From an optimization exercise on the open Yosys and OpenROAD flow, aimed at small area; shortcuts taken in it are not production practice. Where RTL was checked, it was by simulation tests only, not by an equivalence proof against the original. Function not checked in run 4: the RTL went through the layout flow alone. In every run shown here, the design's own scripts or RTL, not TritonCTS, make the clock network. The clock port is modelled as an ideal driver, which makes a skipped or thinned clock tree look cheaper than it is; a real chip needs a root buffer or a tree. Power figures rest on the tool's default switching activity, not on a simulated workload.

$ cat flow/run.sh
#!/bin/bash
# Own layout flow: the standard flow (standard.sh) with three changes:
#  * synthesis maps the logic with an area-oriented ABC script (abc_area.script,
#    used in place of ORFS's abc_speed.script); everything else in synthesis,
#    including the registers, is the standard synthesis;
#  * the port buffers that global placement inserts are sky130_fd_sc_hd__buf_1;
#  * the clock tree is built by clock_tree.tcl (sourced before ORFS's CTS
#    step): the clock port drives one root clock buffer, which drives a few
#    clock buffers, each driving one balanced cluster of registers; the rest
#    of ORFS's CTS step (legalisation, timing repair) runs as usual.
# Each step's full output goes to a log file in this folder (and ORFS's own
# logs under orfs/logs).
set -euo pipefail
W=$(pwd)
mkdir -p sdir
cp -r "$FLOW_HOME"/scripts/. sdir/
cp flow/abc_area.script sdir/abc_speed.script
SCRIPTS_DIR="$W/sdir" bash standard.sh synth > synth.log 2>&1
export BUFFER_PORTS_ARGS="-buffer_cell sky130_fd_sc_hd__buf_1"
export PRE_CTS_TCL="$W/flow/clock_tree.tcl"
export CTS_M_N=7
export CTS_M_CAPF=1.25
export CTS_M_ROOT=sky130_fd_sc_hd__clkbuf_8
export CTS_M_BUF=sky130_fd_sc_hd__clkbuf_16
bash standard.sh > layout.log 2>&1
$ cat flow/abc_area.script
strash
&get -n
&deepsyn -T 60
&put
dc2
dc2
dch -f
amap
$ cat flow/clock_tree.tcl
# Manual clock tree, sourced before ORFS's CTS step (PRE_CTS_TCL): the clock
# port drives one root buffer (CTS_M_ROOT), which drives CTS_M_N clock buffers
# (CTS_M_BUF); each of those drives the registers of one cluster (k-means on
# register positions, at most CTS_M_CAPF times the average cluster size).
# clock_tree_synthesis is then replaced by a no-op that sets propagated
# clocks; the rest of the CTS step (legalisation, timing repair) runs as usual.
set nbuf [expr {[info exists ::env(CTS_M_N)] ? $::env(CTS_M_N) : 4}]
set bufm [expr {[info exists ::env(CTS_M_BUF)] ? $::env(CTS_M_BUF) : "sky130_fd_sc_hd__clkbuf_16"}]
set db [ord::get_db]
set block [[$db getChip] getBlock]
set clknet [$block findNet clk]
set sinks {}
foreach it [$clknet getITerms] {
  set inst [$it getInst]
  set bb [$inst getBBox]
  lappend sinks [list $it [expr {([$bb xMin] + [$bb xMax]) / 2.0}] [expr {([$bb yMin] + [$bb yMax]) / 2.0}]]
}
set n [llength $sinks]
# initial centres: spread along sorted x then y
set cx {}; set cy {}
set sx [lsort -real -index 1 $sinks]
for {set k 0} {$k < $nbuf} {incr k} {
  set s [lindex $sx [expr {int(($k + 0.5) * $n / $nbuf)}]]
  lappend cx [lindex $s 1]; lappend cy [lindex $s 2]
}
# balanced k-means: assign each sink to the nearest centre with room
set capf [expr {[info exists ::env(CTS_M_CAPF)] ? $::env(CTS_M_CAPF) : 1.0}]
set cap [expr {int(ceil($capf * double($n) / $nbuf))}]
for {set iter 0} {$iter < 30} {incr iter} {
  set pairs {}
  set i 0
  foreach s $sinks {
    for {set k 0} {$k < $nbuf} {incr k} {
      set d [expr {abs([lindex $s 1] - [lindex $cx $k]) + abs([lindex $s 2] - [lindex $cy $k])}]
      lappend pairs [list $d $i $k]
    }
    incr i
  }
  set pairs [lsort -real -index 0 $pairs]
  set assign [lrepeat $n -1]
  set cnt [lrepeat $nbuf 0]
  foreach p $pairs {
    lassign $p d i k
    if {[lindex $assign $i] >= 0} continue
    if {[lindex $cnt $k] >= $cap} continue
    lset assign $i $k
    lset cnt $k [expr {[lindex $cnt $k] + 1}]
  }
  set sumx [lrepeat $nbuf 0.0]; set sumy [lrepeat $nbuf 0.0]
  set i 0
  foreach s $sinks {
    set k [lindex $assign $i]
    lset sumx $k [expr {[lindex $sumx $k] + [lindex $s 1]}]
    lset sumy $k [expr {[lindex $sumy $k] + [lindex $s 2]}]
    incr i
  }
  for {set k 0} {$k < $nbuf} {incr k} {
    if {[lindex $cnt $k] > 0} {
      lset cx $k [expr {[lindex $sumx $k] / [lindex $cnt $k]}]
      lset cy $k [expr {[lindex $sumy $k] / [lindex $cnt $k]}]
    }
  }
}
set master [$db findMaster $bufm]
# optional root buffer between the clock port and the cluster buffers
set rootm [expr {[info exists ::env(CTS_M_ROOT)] ? $::env(CTS_M_ROOT) : ""}]
set srcnet $clknet
if {$rootm ne ""} {
  set sx 0.0; set sy 0.0
  for {set k 0} {$k < $nbuf} {incr k} { set sx [expr {$sx + [lindex $cx $k]}]; set sy [expr {$sy + [lindex $cy $k]}] }
  set rinst [odb::dbInst_create $block [$db findMaster $rootm] "clkbuf_m_root"]
  $rinst setLocation [expr {int($sx / $nbuf)}] [expr {int($sy / $nbuf)}]
  $rinst setPlacementStatus PLACED
  set srcnet [odb::dbNet_create $block "clknet_m_root"]
  $srcnet setSigType CLOCK
  [$rinst findITerm A] connect $clknet
  [$rinst findITerm X] connect $srcnet
}
for {set k 0} {$k < $nbuf} {incr k} {
  set inst [odb::dbInst_create $block $master "clkbuf_m_$k"]
  $inst setLocation [expr {int([lindex $cx $k])}] [expr {int([lindex $cy $k])}]
  $inst setPlacementStatus PLACED
  set net [odb::dbNet_create $block "clknet_m_$k"]
  $net setSigType CLOCK
  [$inst findITerm A] connect $srcnet
  [$inst findITerm X] connect $net
  set nets($k) $net
}
set i 0
foreach s $sinks {
  set it [lindex $s 0]
  $it disconnect
  $it connect $nets([lindex $assign $i])
  incr i
}
$clknet setSigType CLOCK
puts "manual clock tree: $nbuf x $bufm for $n sinks"
rename clock_tree_synthesis _orfs_clock_tree_synthesis
proc clock_tree_synthesis {args} {
  set_propagated_clock [all_clocks]
}
$ cat standard.sh
#!/bin/bash
# synth_recipe.tcl (not shown) runs the flow's synth.tcl, then flattens the netlist and writes it again
# the make line also repeats each setting of config.mk as NAME=value (left out here)
make -C /OpenROAD-flow-scripts/flow DESIGN_CONFIG=/design/flow/config.mk WORK_HOME=/design/flow/orfs CLKGATE_MAP_FILE= SYNTH_SCRIPT=/design/flow/synth_recipe.tcl "${@:-finish}"
$ cat config.mk
export PLATFORM = sky130hd
export DESIGN_NAME = i4004_dec
export DESIGN_NICKNAME = i4004_dec
export VERILOG_FILES = /design/flow/design.v
export SDC_FILE = /design/flow/constraint.sdc
export NUM_CORES = 4
export LEC_CHECK = 0
export CAP_MARGIN = 20
export CORE_MARGIN = 2
export CORE_UTILIZATION = 65
export SLEW_MARGIN = 20
$ cat constraint.sdc
create_clock -name core_clock -period 10.0 [get_ports {clk}]
set_input_delay 2.0000 -clock core_clock [delete_from_list [all_inputs] [get_ports {clk}]]
set_output_delay 2.0000 -clock core_clock [all_outputs]
set_load 0.01 [all_outputs]
$ cat design.v
module i4004_dec (
    input  wire        clk,
    input  wire        rst,           
    input  wire [7:0]  prog_byte,     
    input  wire [3:0]  din,           
    input  wire        test,          
    output wire [11:0] fetch_addr,    
    output wire        opcode_next,   
    output reg         ev_valid,      
    output reg         ev_write,      
    output wire [2:0]  ev_kind,       
    output wire [2:0]  ev_bank,       
    output wire [7:0]  ev_data,       
    output reg  [3:0]  acc,
    output reg         cy,
    output wire        fault
);
    localparam PH_START = 3'b000;
    localparam PH_FAULT = 3'b001;
    localparam PH_FIM   = 3'b010;
    localparam PH_FIN   = 3'b011;
    localparam PH_JCN   = 3'b100;
    localparam PH_ISZ   = 3'b101;
    localparam PH_JUN   = 3'b110;
    localparam PH_JMS   = 3'b111;
    reg [2:0]  phase;
    reg [3:0]  stash;
    reg [3:0]  ev_hi;              
    reg [11:0] pc;
    reg [3:0]  r [0:15];
    reg [11:0] stk [0:3];
    reg [7:0]  sp;                 
    reg [2:0]  bank;
    wire [3:0] opr = prog_byte[7:4];
    wire [3:0] opa = prog_byte[3:0];
    wire ph_start = (phase == PH_START);
    wire ph_pair  = (phase[2:1] == 2'b01);     
    wire ph_fin   = (phase == PH_FIN);
    wire ph_cond  = (phase[2:1] == 2'b10);     
    wire ph_far   = (phase[2:1] == 2'b11);     
    wire ph_jms   = (phase == PH_JMS);
    assign fault       = (phase == PH_FAULT);
    assign opcode_next = (phase[2:1] == 2'b00);
    assign fetch_addr  = {pc[11:8], ph_fin ? {r[0], r[1]} : pc[7:0]};
    function [11:0] inc12;
        input [11:0] x;
        input        ci;
        integer k;
        reg c;
        begin
            c = ci;
            for (k = 0; k < 12; k = k + 1) begin
                inc12[k] = x[k] ^ c;
                c = c & x[k];
            end
        end
    endfunction
    function [3:0] inc4;
        input [3:0] x;
        integer k;
        reg c;
        begin
            c = 1'b1;
            for (k = 0; k < 4; k = k + 1) begin
                inc4[k] = x[k] ^ c;
                c = c & x[k];
            end
        end
    endfunction
    function [7:0] updn8;
        input [7:0] x;
        input       up;
        integer k;
        reg c;
        begin
            c = 1'b1;
            for (k = 0; k < 8; k = k + 1) begin
                updn8[k] = x[k] ^ c;
                c = c & (x[k] ^ !up);
            end
        end
    endfunction
    function [4:0] add4;
        input [3:0] a;
        input [3:0] b;
        input       ci;
        integer k;
        reg c;
        begin
            c = ci;
            for (k = 0; k < 4; k = k + 1) begin
                add4[k] = a[k] ^ b[k] ^ c;
                c = (a[k] & b[k]) | (c & (a[k] ^ b[k]));
            end
            add4[4] = c;
        end
    endfunction
    reg [3:0] rd_e, rd_o;
    integer q;
    always @(*) begin
        rd_e = 4'd0;
        rd_o = 4'd0;
        for (q = 0; q < 8; q = q + 1) begin
            rd_e = rd_e | ({4{opa[3:1] == q[2:0]}} & r[2*q]);
            rd_o = rd_o | ({4{opa[3:1] == q[2:0]}} & r[2*q+1]);
        end
    end
    wire [3:0] rd = opa[0] ? rd_o : rd_e;
    wire illegal = (opr == 4'h0 && opa != 4'h0) || (prog_byte[7:1] == 7'b1111111);
    wire go      = ph_start && !illegal;
    wire i_jin   = (opr == 4'h3) &&  opa[0];
    wire i_src   = (opr == 4'h2) &&  opa[0];
    wire i_wr    = (opr == 4'hE) && !opa[3];
    wire i_incr  = (opr[3:1] == 3'b011);       
    wire i_xch   = (opr == 4'hB);
    wire i_bbl   = (opr == 4'hC);
    wire i_dcl   = (prog_byte == 8'hFD);
    wire sp_nz   = (sp != 8'd0);
    wire [1:0] sp_m1 = {sp[1] ~^ sp[0], !sp[0]};
    reg [2:0] ph_nx;
    always @(*) begin
        ph_nx = PH_START;
        if (fault) ph_nx = PH_FAULT;
        else if (ph_start) begin
            if (illegal) ph_nx = PH_FAULT;
            else case (opr)
                4'h1: ph_nx = PH_JCN;
                4'h2: ph_nx = opa[0] ? PH_START : PH_FIM;
                4'h3: ph_nx = opa[0] ? PH_START : PH_FIN;
                4'h4: ph_nx = PH_JUN;
                4'h5: ph_nx = PH_JMS;
                4'h7: ph_nx = PH_ISZ;
                default: ph_nx = PH_START;
            endcase
        end
    end
    always @(posedge clk) begin
        if (rst) phase <= PH_START;
        else     phase <= ph_nx;
    end
    wire st_rd = !opr[3] && opr[1] && (opr[2] || (!opr[0] && opa[0]));
    always @(posedge clk) begin
        stash    <= st_rd ? rd : opa;
        ev_hi    <= rd_e;
        ev_write <= opr[3];
        ev_valid <= !rst && ph_start && (i_src || i_wr);
    end
    assign ev_kind = ev_write ? stash[2:0] : 3'd0;
    assign ev_data = ev_write ? {4'd0, acc} : {ev_hi, stash};
    assign ev_bank = bank;
    wire isz_nz   = (stash != 4'hF);
    wire jcn_take = ((stash[2] && acc == 4'd0) || (stash[1] && cy) || (stash[0] && !test)) ^ stash[3];
    wire take     = phase[0] ? isz_nz : jcn_take;
    wire hold = fault || ph_fin || (ph_start && illegal);
    wire [11:0] pci = inc12(pc, !hold);
    wire nr     = !rst;
    wire s_jin  = nr & ph_start & i_jin;
    wire s_bbl  = nr & ph_start & i_bbl & sp_nz;
    wire s_byte = nr & ((ph_cond & take) | ph_far);
    wire s_far  = nr & ph_far;
    wire s_ilo  = nr & !(s_jin | s_bbl | s_byte);
    wire s_ihi  = nr & !(s_bbl | s_far);
    wire [3:0] s_stk = {4{s_bbl}} & {sp_m1 == 2'd3, sp_m1 == 2'd2, sp_m1 == 2'd1, sp_m1 == 2'd0};
    wire [11:0] stk_sel = ({12{s_stk[0]}} & stk[0]) | ({12{s_stk[1]}} & stk[1]) |
                          ({12{s_stk[2]}} & stk[2]) | ({12{s_stk[3]}} & stk[3]);
    wire [11:0] pc_nx;
    assign pc_nx[7:0]  = stk_sel[7:0] | ({8{s_jin}} & {rd_e, rd}) |
                         ({8{s_byte}} & prog_byte) | ({8{s_ilo}} & pci[7:0]);
    assign pc_nx[11:8] = stk_sel[11:8] | ({4{s_far}} & stash) | ({4{s_ihi}} & pci[11:8]);
    always @(posedge clk) pc <= pc_nx;
    always @(posedge clk) begin
        if (ph_jms) stk[sp[1:0]] <= pci;
    end
    always @(posedge clk) begin
        if (rst)                                         sp <= 8'd0;
        else if (ph_jms || (ph_start && i_bbl && sp_nz)) sp <= updn8(sp, ph_jms);
    end
    always @(posedge clk) begin
        if (rst)                    bank <= 3'd0;
        else if (ph_start && i_dcl) bank <= acc[2:0];
    end
    wire [3:0] wd_s = i_xch ? acc : inc4(rd);
    wire [3:0] wd_e = rst ? 4'd0 : ph_pair ? prog_byte[7:4] : wd_s;
    wire [3:0] wd_o = rst ? 4'd0 : ph_pair ? prog_byte[3:0] : wd_s;
    wire       w_s  = ph_start && (i_incr || i_xch);
    genvar gi;
    generate
        for (gi = 0; gi < 16; gi = gi + 1) begin : g_r
            wire we = rst ||
                      (ph_pair && stash[3:1] == gi[3:1]) ||
                      (w_s && opa == gi[3:0]);
            always @(posedge clk) begin
                if (we) r[gi] <= gi[0] ? wd_o : wd_e;
            end
        end
    endgenerate
    wire o_89 = ph_start & (opr[3:1] == 3'b100);       
    wire o_ab = ph_start & (opr[3:1] == 3'b101);       
    wire o_cd = ph_start & (opr[3:1] == 3'b110);       
    wire o_e  = ph_start & (opr == 4'hE);
    wire o_f  = ph_start & (opr == 4'hF);
    wire e_ar = o_e & opa[3] & !opa[2] & (opa[1] ~^ opa[0]);               
    wire e_rd = o_e & opa[3] & ((opa[1] ^ opa[0]) | opa[2]);               
    wire f_clb = o_f & (opa == 4'h0);
    wire f_clc = o_f & (opa == 4'h1);
    wire f_iac = o_f & (opa == 4'h2);
    wire f_cmc = o_f & (opa == 4'h3);
    wire f_cma = o_f & (opa == 4'h4);
    wire f_ral = o_f & (opa == 4'h5);
    wire f_rar = o_f & (opa == 4'h6);
    wire f_tcc = o_f & (opa == 4'h7);
    wire f_dac = o_f & (opa == 4'h8);
    wire f_tcs = o_f & (opa == 4'h9);
    wire f_stc = o_f & (opa == 4'hA);
    wire f_daa = o_f & (opa == 4'hB);
    wire f_kbp = o_f & (opa == 4'hC);
    wire daa_c = (acc[3] & (acc[2] | acc[1])) | cy;
    wire [3:0] a_src = (opr[3:1] == 3'b100) ? rd : (opr == 4'hE) ? din : {1'b0, opa[0], opa[0], 1'b0};
    wire       a_inv = (opr[3:1] == 3'b100) ? opr[0] : (opa[3] & !opa[0]);
    wire       a_cr  = (opr == 4'hF) ? !opa[0] : cy;
    wire [4:0] sum   = add4(acc, a_src ^ {4{a_inv}}, a_cr ^ a_inv);
    reg [3:0] kb;
    always @(*) begin
        case (acc)
            4'd0: kb = 4'd0;
            4'd1: kb = 4'd1;
            4'd2: kb = 4'd2;
            4'd4: kb = 4'd3;
            4'd8: kb = 4'd4;
            default: kb = 4'hF;
        endcase
    end
    wire s_sum  = o_89 | e_ar | f_iac | f_dac | (f_daa & daa_c);
    wire s_hold = !(s_sum | o_ab | o_cd | e_rd | f_clb | f_cma | f_ral | f_rar | f_tcc | f_tcs | f_kbp);
    wire [3:0] acc_nx =
        ({4{s_sum}}  & sum[3:0]) |
        ({4{o_ab}}   & rd) |
        ({4{o_cd}}   & opa) |
        ({4{e_rd}}   & din) |
        ({4{f_cma}}  & ~acc) |
        ({4{f_ral}}  & {acc[2:0], cy}) |
        ({4{f_rar}}  & {cy, acc[3:1]}) |
        ({4{f_tcc}}  & {3'd0, cy}) |
        ({4{f_tcs}}  & {1'b1, 1'b0, cy, !cy}) |
        ({4{f_kbp}}  & kb) |
        ({4{s_hold}} & acc);
    wire c_sum = o_89 | e_ar | f_iac | f_dac;
    wire c_clr = f_clb | f_clc | f_tcc | f_tcs;
    wire cy_nx = c_sum ? sum[4] :
                 (f_daa & daa_c) ? (cy | sum[4]) :
                 c_clr ? 1'b0 : f_cmc ? !cy : f_stc ? 1'b1 :
                 f_ral ? acc[3] : f_rar ? acc[0] : cy;
    always @(posedge clk) begin
        if (rst) begin
            acc <= 4'd0;
            cy  <= 1'b0;
        end else begin
            acc <= acc_nx;
            cy  <= cy_nx;
        end
    end
endmodule
==> impl_metrics.json, run 1 <==
{
  "min_period_ns": 6.86,
  "ys_seq_area_share_pct": 60.3,
  "first_pass_iters": 11,
  "final_max_slew_viol_count": 0,
  "critPathLaunchType": "input port",
  "stdcell_area_sq_um": 7500,
  "wl_per_cell_microns": 24.8,
  "finalSetupViolCount": 0,
  "gp_congestion": 1.02,
  "maxCapViolations": 0,
  "power_density_nw_per_um2": 168,
  "arrival_ns": 7.14,
  "synth.area.top_cells": "edfxtp_1, dfxtp_1, clkinv_1",
  "fp.coreArea_sq_um": 10300,
  "period_share_pct": 68.6,
  "grt_pass1_vias": 5556,
  "dp_hpwl_mm": 14.9,
  "die_area_sq_um": 11500,
  "grt_max_degree": 27,
  "place_area_sq_um": 7300,
  "netlist_top_cells_count": "edfxtp_1, clkinv_1, nor2_1, o21ai_0, dfxtp_1",
  "clk_pin_slew_ns": 0.07,
  "route.detailed.drc": 0,
  "ctsHoldBuffers": 0,
  "ant_nets": 0,
  "antenna_found_initial": 0,
  "vdd_drop_max_uv": 148,
  "yosysTopAreaCell": "edfxtp_1",
  "crit_fanout": 11,
  "routed_wl_mm": 20.3,
  "insertion_delay_ns": 0.42,
  "drive_gt1_share_pct": 2.35,
  "routed-via-count": 5860,
  "dieWidth_microns": 107,
  "status": "finished clean",
  "postSynthAreaPerCell_sq_um": 11.2,
  "synth_edf_count": 112,
  "final_nets": 718,
  "slew_headroom_pct": 23.3,
  "syn-instance-count": 621,
  "synth_most_common_cell": "edfxtp_1",
  "finalHoldViolations": 0,
  "fin_skew_ns": 0.0141,
  "grt_use_total_pct": 35.4,
  "fp.dieH_microns": 107,
  "place_inst": 807,
  "synth_area_sq_um": 6940,
  "cp.required_ns": 10.28,
  "grt_overflow": 0,
  "synthFlopType": "edfxtp_1",
  "io_buffers": 49,
  "hold_path_class": "reg2reg",
  "viasPerCell": 7.18,
  "ys_ff_latch": 153,
  "p_leak_nw": 2.51,
  "critical_path_class": "in2reg",
  "syn_to_final_growth_pct": 8.08,
  "fin_setup_tns_ns": 0,
  "synthesis.nets": 657,
  "cts_resized": 0,
  "cts_setup_buffers": 0,
  "fin_cells": 816,
  "start_util_pct": 67.2,
  "grt_first_pass_wirelength_mm": 30.8,
  "rows": 37,
  "drt_iter0_drc": 946,
  "end_kind": "register",
  "synth_top_area_share_pct": 48.5,
  "finalPower_mw": 1.26,
  "hold_slack_ns": 0.468,
  "synth_cell_type_count": 40,
  "tightest_slew_ns": 1.14,
  "yosysWarnings": 2,
  "max_freq_mhz": 146,
  "rsz0062_at_grt": "no",
  "ys_async_sr_fraction_pct": 0,
  "io-pin-count": 50,
  "n_antenna_cell": 0
}
## sequential cells by signal (all words and copies together) (netlist names), 3 cells and up
name	flops
sp	8
ev_hi	4
acc	4
phase	3
bank	3
r	64
pc	12
stash	4
stk	48
## worst paths after layout
path           startpoint  slack, ns      to  cells past startpoint
max          prog_byte[3]       3.14  acc[3]                     19
min                 sp[7]       0.47   sp[7]                      2
max reg2reg      phase[1]       4.82  pc[10]                     18
min reg2reg         sp[7]       0.47   sp[7]                      2
## per-stage QoR
step | setup slack, ns | util, %
5_1_grt | 2.89 | 72.6
6_report | 3.14 | 72.6
4_1_cts | 3.26 | 72.5
3_5_place_dp | 2.83 | 70.7
3_3_place_gp | 3.16 | 70.6
2_1_floorplan | 4.30 | -
## cells in the final DEF (no fill, tap or decap), types with 10 or more instances in the layout
cell | synthesis | layout
clkinv_1 | 90 | 90
a222oi_1 | 30 | 30
edfxtp_1 | 112 | 112
a211oi_1 | 12 | 12
ha_1 | 17 | 17
nor2_1 | 82 | 80
dfxtp_1 | 41 | 41
o21ai_0 | 47 | 47
a31oi_1 | 10 | 10
buf_1 | 0 | 49
nand2_1 | 30 | 30
nand3_1 | 10 | 10
o22ai_1 | 21 | 21
a21oi_1 | 20 | 20
o221ai_1 | 16 | 16
## worst max-delay path, stage by stage
cell and delay (ns):
buf_1 0.32, clkinv_1 0.40, nor2_1 0.25, clkinv_1 0.18
nor2_1 0.63, a222oi_1 0.24, o2111ai_1 0.21, clkinv_1 0.19
a32oi_1 0.35, clkinv_1 0.25, o22ai_1 0.25, o21ai_0 0.13
fa_1 0.40, fa_1 0.40, clkinv_1 0.07, fa_1 0.16
clkinv_1 0.08, fa_1 0.50, o221ai_1 0.11
## cells by family (layout without fill, tap and decap cells)
logic type | Yosys count | after routing | synth area share, %
AND/OR/NAND/NOR | 152 | 152 | 9.34
AO/OA/AOI/OAI | 201 | 201 | 20.8
flip-flops | 153 | 153 | 60.3
adder cells (fa/ha/maj) | 21 | 21 | 4.22
buffers and inverters | 94 | 153 | 5.30
## per-layer routing
metal / GRT usage (%) / routed length [microns]
met1: 48.0 / 7520
met4: 12.7 / 1040
met3: 7.14 / 2350
met5: 1.43 / 0
met2: 57.2 / 9340
## layout make-up
class                      instances  area, sq um
sequential                       153         4180
tap                              136          170
fill                             729         2830
inverter                          90          338
multi-input combinational        374         2390
buffer                             8          189
timing repair buffer              55          226
## where the power goes
group	internal, mW	switching (mW)
Clock	0.134	0.178
Combinational	0.0506	0.129
Sequential	0.738	0.0278
==> inputs of run 2 (changes only) <==
==> flow/abc_area.script (replaced) <==
strash
&get -n
&deepsyn -T 60
&put
dc2
dc2
dch -f
amap -A 10 -F 3
==> impl_metrics.json, run 2 <==
{
  "status": "finished clean",
  "rsz0062_at_grt": "no",
  "min_period_ns": 6.49,
  "cp.required_ns": 10.31,
  "fp.dieH_microns": 107,
  "viasPerCell": 7.32,
  "r2r_slack_ns": 4.97,
  "insertion_delay_ns": 0.43,
  "cts_resized": 0,
  "route.detailed.drc": 0,
  "hold_path_class": "reg2reg",
  "antenna_found_initial": 0,
  "routed_wl_mm": 20.8,
  "synth.area.top_cells": "edfxtp_1, dfxtp_1, a222oi_1",
  "synth_cell_type_count": 36,
  "crit_fanout": 8,
  "final_max_slew_viol_count": 0,
  "r2r-end": "pc[11]",
  "fp.coreArea_sq_um": 10300,
  "syn_to_final_growth_pct": 8.57,
  "swShare_pct": 27.1,
  "power_density_nw_per_um2": 171,
  "period_share_pct": 64.9,
  "pwr-share-comb_pct": 14.5,
  "ys_async_sr_fraction_pct": 0,
  "grt_use_total_pct": 36.2,
  "slew_headroom_pct": 16.2,
  "seqCellArea_sq_um": 4180,
  "clk_pin_slew_ns": 0.10,
  "p_int_mw": 0.923,
  "yosysTopAreaCell": "edfxtp_1",
  "min_from": "sp[7]",
  "ant_nets": 0,
  "vdd_drop_max_uv": 143,
  "synthFlopType": "edfxtp_1",
  "hold_path_end": "sp[7]",
  "clock_power_share_pct": 24.9,
  "finalSetupViolCount": 0,
  "synth_most_common_cell": "edfxtp_1",
  "p_seq_share_pct": 60.6,
  "met3_usage_pct": 7.73,
  "final_nets": 687,
  "fin_setup_tns_ns": 0,
  "drive_gt1_share_pct": 3.08,
  "critical_path_class": "in2reg",
  "n_antenna_cell": 0,
  "yosysWarnings": 2,
  "final_common_cell": "edfxtp_1",
  "multi_input_area_sq_um": 2360,
  "max_freq_mhz": 154,
  "io_buffers": 49,
  "ctsHoldBuffers": 0,
  "p_leak_nw": 2.47,
  "grtUsageMet1_pct": 47.8,
  "grt_overflow": 0,
  "ys_seq_area_share_pct": 61.3,
  "fin_skew_ns": 0.0266,
  "netlist_top_cells_count": "edfxtp_1, clkinv_1, nor2_1, o21ai_0, dfxtp_1",
  "regMostFlops": "r",
  "synth_edf_count": 112,
  "routed-via-count": 5745,
  "io-pin-count": 50,
  "r2r-start": "phase[1]",
  "place_area_sq_um": 7210,
  "synth_area_sq_um": 6830,
  "stdcell_area_sq_um": 7410,
  "dieWidth_microns": 107,
  "synthesis.nets": 624,
  "dp_hpwl_mm": 15.2,
  "synth_top_area_share_pct": 49.2,
  "maxCapViolations": 0,
  "ys_ff_latch": 153,
  "syn-instance-count": 588,
  "use_met2_pct": 60.9,
  "drt_iter0_drc": 1089,
  "largest_reg_flops": 64,
  "p_sw_mw": 0.343,
  "grt_first_pass_wirelength_mm": 30.9,
  "arrival_ns": 6.81,
  "start_util_pct": 66.4,
  "wl_per_cell_microns": 26.5,
  "end_kind": "register",
  "final_cell_mix": "edfxtp_1, clkinv_1, nor2_1",
  "rows": 37,
  "first_pass_iters": 7,
  "cts_setup_buffers": 0,
  "gp_congestion": 1.04,
  "fillerInstances": 724,
  "postSynthAreaPerCell_sq_um": 11.6,
  "grt_max_degree": 35,
  "grt_pass1_vias": 5412,
  "tightest_slew_ns": 1.24,
  "whs_path_depth": 1,
  "finalHoldViolations": 0,
  "busiest_layer": "met2",
  "critPathLaunchType": "input port",
  "die_area_sq_um": 11300,
  "reg2regPathDepth": 20
}
run 2: cell count changes in the layout (fill, tap and decap cells not counted), sizes merged, moves of 5 or more:
cell	before	now
a211oi	12	7
a21oi	20	13
a221oi	6	11
a222oi	30	40
a22o	2	9
clkinv	90	72
nor2	82	65
nor3	9	17
o21ai	47	42
o221ai	16	7
run 2: final cells by class:
class                      count  share of cell area (%)
tap                          136                    2.29
multi-input combinational    359                    31.8
timing repair buffer          57                    3.26
buffer                         8                    2.55
sequential                   153                    56.4
inverter                      72                    3.64
run 2: how the worst max path moves through the flow:
stage / cells past startpoint / to / slack (ns) / start
floorplan: 20 / acc[3] / 4.56 / prog_byte[3]
global placement: 21 / acc[3] / 3.29 / prog_byte[3]
detailed placement: 21 / acc[3] / 3.19 / prog_byte[3]
CTS: 21 / acc[3] / 3.62 / prog_byte[3]
global route: 21 / pc[11] / 3.22 / prog_byte[7]
finish: 21 / pc[11] / 3.51 / prog_byte[4]
run 2: cell families (layout without fill, tap and decap cells):
group | count (synthesis) | after routing | share of synthesized area [%]
and+or+nand+nor | 144 | 144 | 9.11
adders and majority gates | 21 | 21 | 4.29
buffers and inverters | 76 | 137 | 4.40
AOI/OAI and AO/OA | 194 | 194 | 20.9
DFF | 153 | 153 | 61.3
run 2: worst max-delay path: stages:
cell and delay, ns:
buf_1 0.39, clkinv_1 0.29, nor3_1 0.86, nand2_1 0.12, nand3_1 0.16, a21oi_1 0.09, ha_1 0.22, ha_1 0.19
ha_1 0.18, ha_1 0.18, ha_1 0.19, ha_1 0.18, ha_1 0.19, ha_1 0.21, ha_1 0.19, ha_1 0.19
ha_1 0.21, nor2_1 0.16, a21oi_1 0.15, a222oi_1 0.36, nand2_1 0.09
run 2: layer usage:
layer | part of all wire (%) | vias to the layer above
met3 | 13 | 82
met4 | 4.0 | 0
met5 | 0 | -
met1 | 36 | 2716
met2 | 48 | 479
li1 | - | 2468
run 2: stage by stage:
step	hold slack (ns)	utilization, %	worst slack [ns]	instances	total power, mW
2_1_floorplan	0.424	-	4.56	588	0.870
3_3_place_gp	0.436	70.1	3.29	775	0.948
3_5_place_dp	0.446	70.2	3.19	776	0.952
4_1_cts	0.458	72.0	3.62	784	1.25
5_1_grt	0.488	72.1	3.22	785	1.30
6_report	0.456	72.1	3.51	785	1.27
run 2: power groups by stage:
stage          sequential (mW)  clock [mW]  combinational [mW]
2_1_floorplan            0.767           0               0.103
3_3_place_gp             0.777           0               0.171
3_5_place_dp             0.779           0               0.174
4_1_cts                  0.765       0.315               0.175
5_1_grt                  0.769       0.334               0.194
6_report                 0.767       0.315               0.184
==> inputs of run 3 (changes only) <==
--- a/config.mk
+++ b/config.mk
@@ -5,7 +5,7 @@
 export SDC_FILE = /design/flow/constraint.sdc
 export NUM_CORES = 4
 export LEC_CHECK = 0
-export CAP_MARGIN = 20
+export CAP_MARGIN = 0
 export CORE_MARGIN = 2
 export CORE_UTILIZATION = 65
-export SLEW_MARGIN = 20
+export SLEW_MARGIN = 0
==> impl_metrics.json, run 3 <==
{
  "synth_area_sq_um": 6830,
  "finalPower_mw": 1.27,
  "stdcell_area_sq_um": 7390,
  "grt_pass1_vias": 5550,
  "synth_edf_count": 112,
  "clk_pin_slew_ns": 0.08,
  "critPathLaunchType": "input port",
  "final_cell_mix": "edfxtp_1, clkinv_1, nor2_1",
  "final_common_cell": "edfxtp_1",
  "cp.required_ns": 10.05,
  "swShare_pct": 27.3,
  "postSynthAreaPerCell_sq_um": 11.6,
  "synth_most_common_cell": "edfxtp_1",
  "route.detailed.drc": 0,
  "cts_setup_buffers": 0,
  "rows": 37,
  "slew_headroom_pct": 11.3,
  "io_buffers": 49,
  "period_share_pct": 66.2,
  "final_max_slew_viol_count": 0,
  "drt_iter0_drc": 1035,
  "min_period_ns": 6.62,
  "viasPerCell": 7.51,
  "routed-via-count": 5880,
  "max_freq_mhz": 151,
  "maxCapViolations": 0,
  "drive_gt1_share_pct": 2.32,
  "reg2regPathDepth": 20,
  "p_int_mw": 0.922,
  "antenna_found_initial": 0,
  "synth_cell_type_count": 36,
  "ys_ff_latch": 153,
  "insertion_delay_ns": 0.44,
  "die_area_sq_um": 11300,
  "arrival_ns": 6.67,
  "tightest_slew_ns": 1.32,
  "finalSetupViolCount": 0,
  "gp_congestion": 1.04,
  "rsz0062_at_grt": "no",
  "fin_skew_ns": 0.0262,
  "first_pass_iters": 7,
  "syn_to_final_growth_pct": 8.24,
  "wl_per_cell_microns": 26.8,
  "fp.coreArea_sq_um": 10300,
  "yosysWarnings": 2,
  "largest_reg_flops": 64,
  "setup.worst_path.start": "prog_byte[3]",
  "grt_use_total_pct": 36.8,
  "ant_nets": 0,
  "path_buf_inv": 3,
  "start_util_pct": 66.4,
  "io-pin-count": 50,
  "vdd_drop_max_uv": 140,
  "status": "finished clean",
  "n_antenna_cell": 0,
  "slowest_delay_ns": 0.99,
  "crit_fanout": 9,
  "cpLargestDelayFamily": "compound AO/OA/AOI/OAI gates",
  "grt_first_pass_wirelength_mm": 31.6,
  "synthFlopType": "edfxtp_1",
  "ctsHoldBuffers": 0,
  "crit_chain": "buf_1 > clkinv_1 > nand2_1 > nor2_1 > a222oi_1 > nand4_1 > o21ai_0 > clkinv_1 > ha_1 > nand2_1 > o21ai_0 > o221a_1 > a211oi_1",
  "place_area_sq_um": 7200,
  "dp_hpwl_mm": 15.3,
  "r2r-start": "phase[1]",
  "fp.dieH_microns": 107,
  "yosysTopAreaCell": "edfxtp_1",
  "cp.depth": 13,
  "syn-instance-count": 588,
  "pwr-share-comb_pct": 14.5,
  "fin_setup_tns_ns": 0,
  "regMostFlops": "r",
  "netlist_top_cells_count": "edfxtp_1, clkinv_1, nor2_1, o21ai_0, dfxtp_1",
  "power_density_nw_per_um2": 172,
  "critPathCapture": "r[5][3]",
  "synth_top_area_share_pct": 49.2,
  "r2r_slack_ns": 5.15,
  "p_leak_nw": 2.46,
  "synthesis.nets": 624,
  "p_sw_mw": 0.346,
  "grt_overflow": 0,
  "grt_max_degree": 35,
  "end_kind": "register",
  "routed_wl_mm": 21.0,
  "cts_resized": 0,
  "final_nets": 685,
  "ys_seq_area_share_pct": 61.3,
  "hold_path_class": "reg2reg",
  "cp_slowest_cell": "a211oi_1",
  "ys_async_sr_fraction_pct": 0,
  "p_seq_share_pct": 60.5,
  "synth.area.top_cells": "edfxtp_1, dfxtp_1, a222oi_1",
  "clock_power_share_pct": 25.0,
  "critical_path_class": "in2reg",
  "dieWidth_microns": 107,
  "r2r-end": "pc[11]",
  "finalHoldViolations": 0
}
run 3: worst min-delay path by stage:
stage                     startpoint      to  depth (start not counted)
final                          sp[7]   sp[7]                          1
after detailed placement       sp[7]   sp[7]                          1
after floorplan                sp[7]   sp[7]                          1
after global placement    stk[3][10]  pc[10]                          2
after global routing           sp[7]   sp[7]                          1
after CTS                      sp[7]   sp[7]                          1
run 3: per-stage QoR:
stage                     hold WS, ns  instances  setup slack, ns  util [%]
after floorplan                 0.424        588             4.56         -
after CTS                       0.458        783             3.62      71.9
final                           0.460        783             3.38      71.9
after detailed placement        0.446        775             3.19      70.1
after global placement          0.436        775             3.29      70.1
after global routing            0.490        783             3.17      71.9
run 3: per-layer routing:
layer  vias to the layer above  track usage (%)  routed length, microns
met5                         -                0                       0
met4                         0             12.2                    1060
met3                       112             9.14                    2850
met2                       532             60.0                    9820
met1                      2783             48.7                    7220
li1                       2453                -                       -
run 3: cell type report:
cell class              instances  area (sq um)
flip-flops and latches        153          4180
fillers                       735          2890
multi-input cells             359          2350
inverters                      72           270
repair buffers                 55           229
plain buffers                   8           189
well taps                     136           170
run 3: cell families (layout without fill, tap and decap cells):
logic type               count (synthesis)  after routing  share of synthesized area (%)
buffers and inverters                   76            135                           4.40
AO/OA/AOI/OAI                          194            194                           20.9
adder cells (fa/ha/maj)                 21             21                           4.29
flip-flops                             153            153                           61.3
AND/OR/NAND/NOR                        144            144                           9.11
run 3: power by group through the flow:
stage,logic (mW),clock network [mW],registers [mW]
2_1_floorplan,0.103,0,0.767
3_3_place_gp,0.171,0,0.777
3_5_place_dp,0.173,0,0.779
4_1_cts,0.175,0.313,0.765
5_1_grt,0.194,0.334,0.769
6_report,0.184,0.317,0.767
==> inputs of run 4 (changes only) <==
--- a/design.v
+++ b/design.v
@@ -6,8 +6,8 @@
     input  wire        test,          
     output wire [11:0] fetch_addr,    
     output wire        opcode_next,   
-    output reg         ev_valid,      
-    output reg         ev_write,      
+    output wire        ev_valid,      
+    output wire        ev_write,      
     output wire [2:0]  ev_kind,       
     output wire [2:0]  ev_bank,       
     output wire [7:0]  ev_data,       
@@ -15,15 +15,17 @@
     output reg         cy,
     output wire        fault
 );
-    localparam PH_START = 3'b000;
-    localparam PH_FAULT = 3'b001;
-    localparam PH_FIM   = 3'b010;
-    localparam PH_FIN   = 3'b011;
-    localparam PH_JCN   = 3'b100;
-    localparam PH_ISZ   = 3'b101;
-    localparam PH_JUN   = 3'b110;
-    localparam PH_JMS   = 3'b111;
-    reg [2:0]  phase;
+    localparam PH_START = 4'b0000;
+    localparam PH_FAULT = 4'b0001;
+    localparam PH_SRC   = 4'b0010;
+    localparam PH_WR    = 4'b0011;
+    localparam PH_FIM   = 4'b1010;
+    localparam PH_FIN   = 4'b1011;
+    localparam PH_JCN   = 4'b1100;
+    localparam PH_ISZ   = 4'b1101;
+    localparam PH_JUN   = 4'b1110;
+    localparam PH_JMS   = 4'b1111;
+    reg [3:0]  phase;
     reg [3:0]  stash;
     reg [3:0]  ev_hi;              
     reg [11:0] pc;
@@ -33,14 +35,16 @@
     reg [2:0]  bank;
     wire [3:0] opr = prog_byte[7:4];
     wire [3:0] opa = prog_byte[3:0];
-    wire ph_start = (phase == PH_START);
-    wire ph_pair  = (phase[2:1] == 2'b01);     
-    wire ph_fin   = (phase == PH_FIN);
-    wire ph_cond  = (phase[2:1] == 2'b10);     
-    wire ph_far   = (phase[2:1] == 2'b11);     
-    wire ph_jms   = (phase == PH_JMS);
-    assign fault       = (phase == PH_FAULT);
-    assign opcode_next = (phase[2:1] == 2'b00);
+    wire ph_start = !phase[3] && (phase[1] || !phase[0]);    
+    wire ph_pair  = phase[3] && (phase[2:1] == 2'b01);       
+    wire ph_fin   = phase[3] && (phase[2:0] == 3'b011);
+    wire ph_cond  = phase[3] && (phase[2:1] == 2'b10);       
+    wire ph_far   = phase[3] && (phase[2:1] == 2'b11);       
+    wire ph_jms   = phase[3] && (phase[2:0] == 3'b111);
+    assign fault       = !phase[3] && !phase[1] && phase[0];
+    assign opcode_next = !phase[3];
+    assign ev_valid    = !phase[3] && phase[1];
+    assign ev_write    = phase[0];
     assign fetch_addr  = {pc[11:8], ph_fin ? {r[0], r[1]} : pc[7:0]};
     function [11:0] inc12;
         input [11:0] x;
@@ -117,7 +121,7 @@
     wire i_dcl   = (prog_byte == 8'hFD);
     wire sp_nz   = (sp != 8'd0);
     wire [1:0] sp_m1 = {sp[1] ~^ sp[0], !sp[0]};
-    reg [2:0] ph_nx;
+    reg [3:0] ph_nx;
     always @(*) begin
         ph_nx = PH_START;
         if (fault) ph_nx = PH_FAULT;
@@ -125,8 +129,9 @@
             if (illegal) ph_nx = PH_FAULT;
             else case (opr)
                 4'h1: ph_nx = PH_JCN;
-                4'h2: ph_nx = opa[0] ? PH_START : PH_FIM;
+                4'h2: ph_nx = opa[0] ? PH_SRC : PH_FIM;
                 4'h3: ph_nx = opa[0] ? PH_START : PH_FIN;
+                4'hE: ph_nx = opa[3] ? PH_START : PH_WR;
                 4'h4: ph_nx = PH_JUN;
                 4'h5: ph_nx = PH_JMS;
                 4'h7: ph_nx = PH_ISZ;
@@ -142,8 +147,6 @@
     always @(posedge clk) begin
         stash    <= st_rd ? rd : opa;
         ev_hi    <= rd_e;
-        ev_write <= opr[3];
-        ev_valid <= !rst && ph_start && (i_src || i_wr);
     end
     assign ev_kind = ev_write ? stash[2:0] : 3'd0;
     assign ev_data = ev_write ? {4'd0, acc} : {ev_hi, stash};
--- a/config.mk
+++ b/config.mk
@@ -5,7 +5,7 @@
 export SDC_FILE = /design/flow/constraint.sdc
 export NUM_CORES = 4
 export LEC_CHECK = 0
-export CAP_MARGIN = 0
+export CAP_MARGIN = 20
 export CORE_MARGIN = 2
 export CORE_UTILIZATION = 65
-export SLEW_MARGIN = 0
+export SLEW_MARGIN = 20
==> impl_metrics.json, run 4 <==
{
  "yosysWarnings": 2,
  "final_cell_mix": "edfxtp_1, nor2_1, clkinv_1",
  "p_leak_nw": 2.53,
  "rows": 37,
  "drive_gt1_share_pct": 2.74,
  "fp.dieH_microns": 107,
  "io-pin-count": 50,
  "insertion_delay_ns": 0.43,
  "stdcell_area_sq_um": 7440,
  "synthFlopType": "edfxtp_1",
  "route.detailed.drc": 0,
  "reg2regPathDepth": 19,
  "syn-instance-count": 598,
  "grt_overflow": 0,
  "synth_area_sq_um": 6870,
  "syn_to_final_growth_pct": 8.44,
  "synthMuxAreaShare_pct": 0,
  "r2r-end": "pc[11]",
  "ctsHoldBuffers": 0,
  "crit_fanout": 10,
  "place_area_sq_um": 7250,
  "maxCapViolations": 0,
  "whs_path_depth": 2,
  "final_max_slew_viol_count": 0,
  "critPathLaunchType": "input port",
  "finalHoldViolations": 0,
  "clk_pin_slew_ns": 0.08,
  "synth_cell_type_count": 39,
  "synth_top_area_share_pct": 49.0,
  "regMostFlops": "r",
  "grt_pass1_vias": 5400,
  "min_period_ns": 6.77,
  "hold_path_class": "reg2reg",
  "viasPerCell": 7.10,
  "largest_reg_flops": 64,
  "dp_hpwl_mm": 13.7,
  "final_nets": 696,
  "synth_most_common_cell": "edfxtp_1",
  "final_common_cell": "edfxtp_1",
  "first_pass_iters": 9,
  "gp_congestion": 0.974,
  "start_util_pct": 66.8,
  "slew_headroom_pct": 19.3,
  "synth_edf_count": 112,
  "cp.required_ns": 10.35,
  "vdd_drop_max_uv": 132,
  "ys_seq_area_share_pct": 60.7,
  "ys_async_sr_fraction_pct": 0,
  "grt_use_total_pct": 33.3,
  "setup.worst_path.start": "prog_byte[3]",
  "r2r-start": "phase[3]",
  "min_from": "bank[0]",
  "yosysTopAreaCell": "edfxtp_1",
  "fp.coreArea_sq_um": 10300,
  "synth_compound_area_share_pct": 21.3,
  "grt_first_pass_wirelength_mm": 29.1,
  "grt_max_degree": 29,
  "synthAdderAreaFrac_pct": 4.26,
  "max_freq_mhz": 148,
  "drt_iter0_drc": 836,
  "ant_nets": 0,
  "power_density_nw_per_um2": 165,
  "hold_path_end": "bank[0]",
  "critical_path_class": "in2reg",
  "routed-via-count": 5638,
  "ys_ff_latch": 152,
  "status": "finished clean",
  "postSynthAreaPerCell_sq_um": 11.5,
  "synthesis.nets": 634,
  "synth.area.top_cells": "edfxtp_1, dfxtp_1, a222oi_1",
  "tightest_slew_ns": 1.18,
  "routed_wl_mm": 18.8,
  "arrival_ns": 7.12,
  "synth_top_family_by_area": "compound AO/OA/AOI/OAI gates",
  "synth_xor_area_share_pct": 0,
  "antenna_found_initial": 0,
  "netlist_top_cells_count": "edfxtp_1, nor2_1, clkinv_1, o21ai_0, dfxtp_1",
  "fin_skew_ns": 0.0305,
  "r2r_slack_ns": 5.18,
  "n_antenna_cell": 0,
  "cts_resized": 0,
  "io_buffers": 49,
  "finalSetupViolCount": 0,
  "end_kind": "register",
  "yosys.area_share.simple_pct": 9.95,
  "period_share_pct": 67.7,
  "dieWidth_microns": 107,
  "die_area_sq_um": 11400,
  "wl_per_cell_microns": 23.7,
  "cts_setup_buffers": 0,
  "fin_setup_tns_ns": 0,
  "rsz0062_at_grt": "no"
}
==> run 4: cell count changes in the layout (fill, tap and decap cells not counted), sizes merged, moves of 4 or more <==
cell and change:
a211oi -4, o21ai +5, nand3 +9, a222oi -6, o211ai -4, a22oi +11
a31oi -4, o221ai -6, o21a +10, clkinv -9
==> run 4: cell families after synthesis <==
logic type	Yosys count
AOI/OAI and AO/OA	201
and+or+nand+nor	157
DFF	152
buffers and inverters	67
adders and majority gates	21
==> run 4: stage by stage <==
stage                     std cells  setup WS, ns  power (mW)  util [%]  hold slack, ns
after floorplan                 598          4.30       0.854         -           0.418
after global placement          786          3.37       0.923      70.5           0.423
after detailed placement        786          3.00       0.926      70.5           0.447
after CTS                       794          3.41        1.22      72.4           0.469
after global routing            794          3.01        1.27      72.4           0.487
final                           794          3.23        1.23      72.4           0.464
==> run 4: where the power goes <==
part	internal, mW	total, mW	switching, mW
clock network	0.133	0.306	0.173
logic	0.0492	0.165	0.116
registers	0.728	0.755	0.0262
==> run 4: how the worst max path moves through the flow <==
stage,endpoint,slack [ns],cells past startpoint
after detailed placement,acc[3],3.00,21
after CTS,acc[3],3.41,21
after floorplan,acc[3],4.30,20
final,acc[3],3.23,20
after global routing,acc[3],3.01,21
after global placement,acc[3],3.37,20
==> run 4: layout make-up <==
cell class / instances / area [sq um]
flip-flops and latches: 152 / 4160
well taps: 136 / 170
plain buffers: 8 / 189
multi-input cells: 379 / 2450
repair buffers: 56 / 236
fillers: 757 / 2830
inverters: 63 / 236
==> run 4: worst max-delay path, cell delays in order <==
cell	delay [ns]
buf_1	0.42
clkinv_1	0.31
nand2_1	0.28
nor2_1	0.21
a222oi_1	0.40
nand3_1	0.24
o21ai_0	0.64
clkinv_1	0.28
a22oi_1	0.24
o21ai_0	0.14
fa_1	0.39
clkinv_1	0.07
fa_1	0.16
clkinv_1	0.08
fa_1	0.39
clkinv_1	0.07
fa_1	0.41
o22ai_1	0.17
nor2_1	0.06
o22ai_1	0.13
==> run 4: per-layer routing <==
layer  track usage (%)  up-vias  share of wire, %
li1                  -     2486                 -
met4              11.9        0               4.5
met2              56.1      399                48
met5                 0        -                 0
met1              43.9     2657                36
met3              5.53       96                11

## port drivers added, routing unchanged
The results above use ideal ports. As a check the final layouts listed here were re-extracted and re-timed, cells and wires unchanged.
Step 1 assumes that a clkbuf_16 drives the clock port and a buf_2 every other input.
Step 2, shift: input delay + t, output delay - t, t = (earliest + latest rising clock arrival at the registers) / 2. This alone moves slack from input paths to output paths.
Slacks: ideal ports / drivers / drivers and shift; pairs: ideal ports / drivers.
| run | t (ns) | setup WS [ns] | worst setup path after step 2 | clock arrival spread, ns | worst slew at a driven data input, ns |
|---|---|---|---|---|---|
| run 1 | 0.454 | 3.138 / 3.151 / 2.697 | input to register | 0.015 / 0.014 | 0.05 |
| run 2 | 0.457 | 3.505 / 3.515 / 3.058 | input to register | 0.028 / 0.028 | 0.03 |
| run 3 | 0.467 | 3.383 / 3.399 / 2.932 | input to register | 0.027 / 0.027 | 0.03 |
| run 4 | 0.452 | 3.226 / 3.233 / 2.782 | input to register | 0.030 / 0.031 | 0.03 |
After both steps setup and hold are still met in every run listed. The setup slack of run 3, which loses most, moves by +0.016 ns with the drivers and by -0.451 ns with both steps.
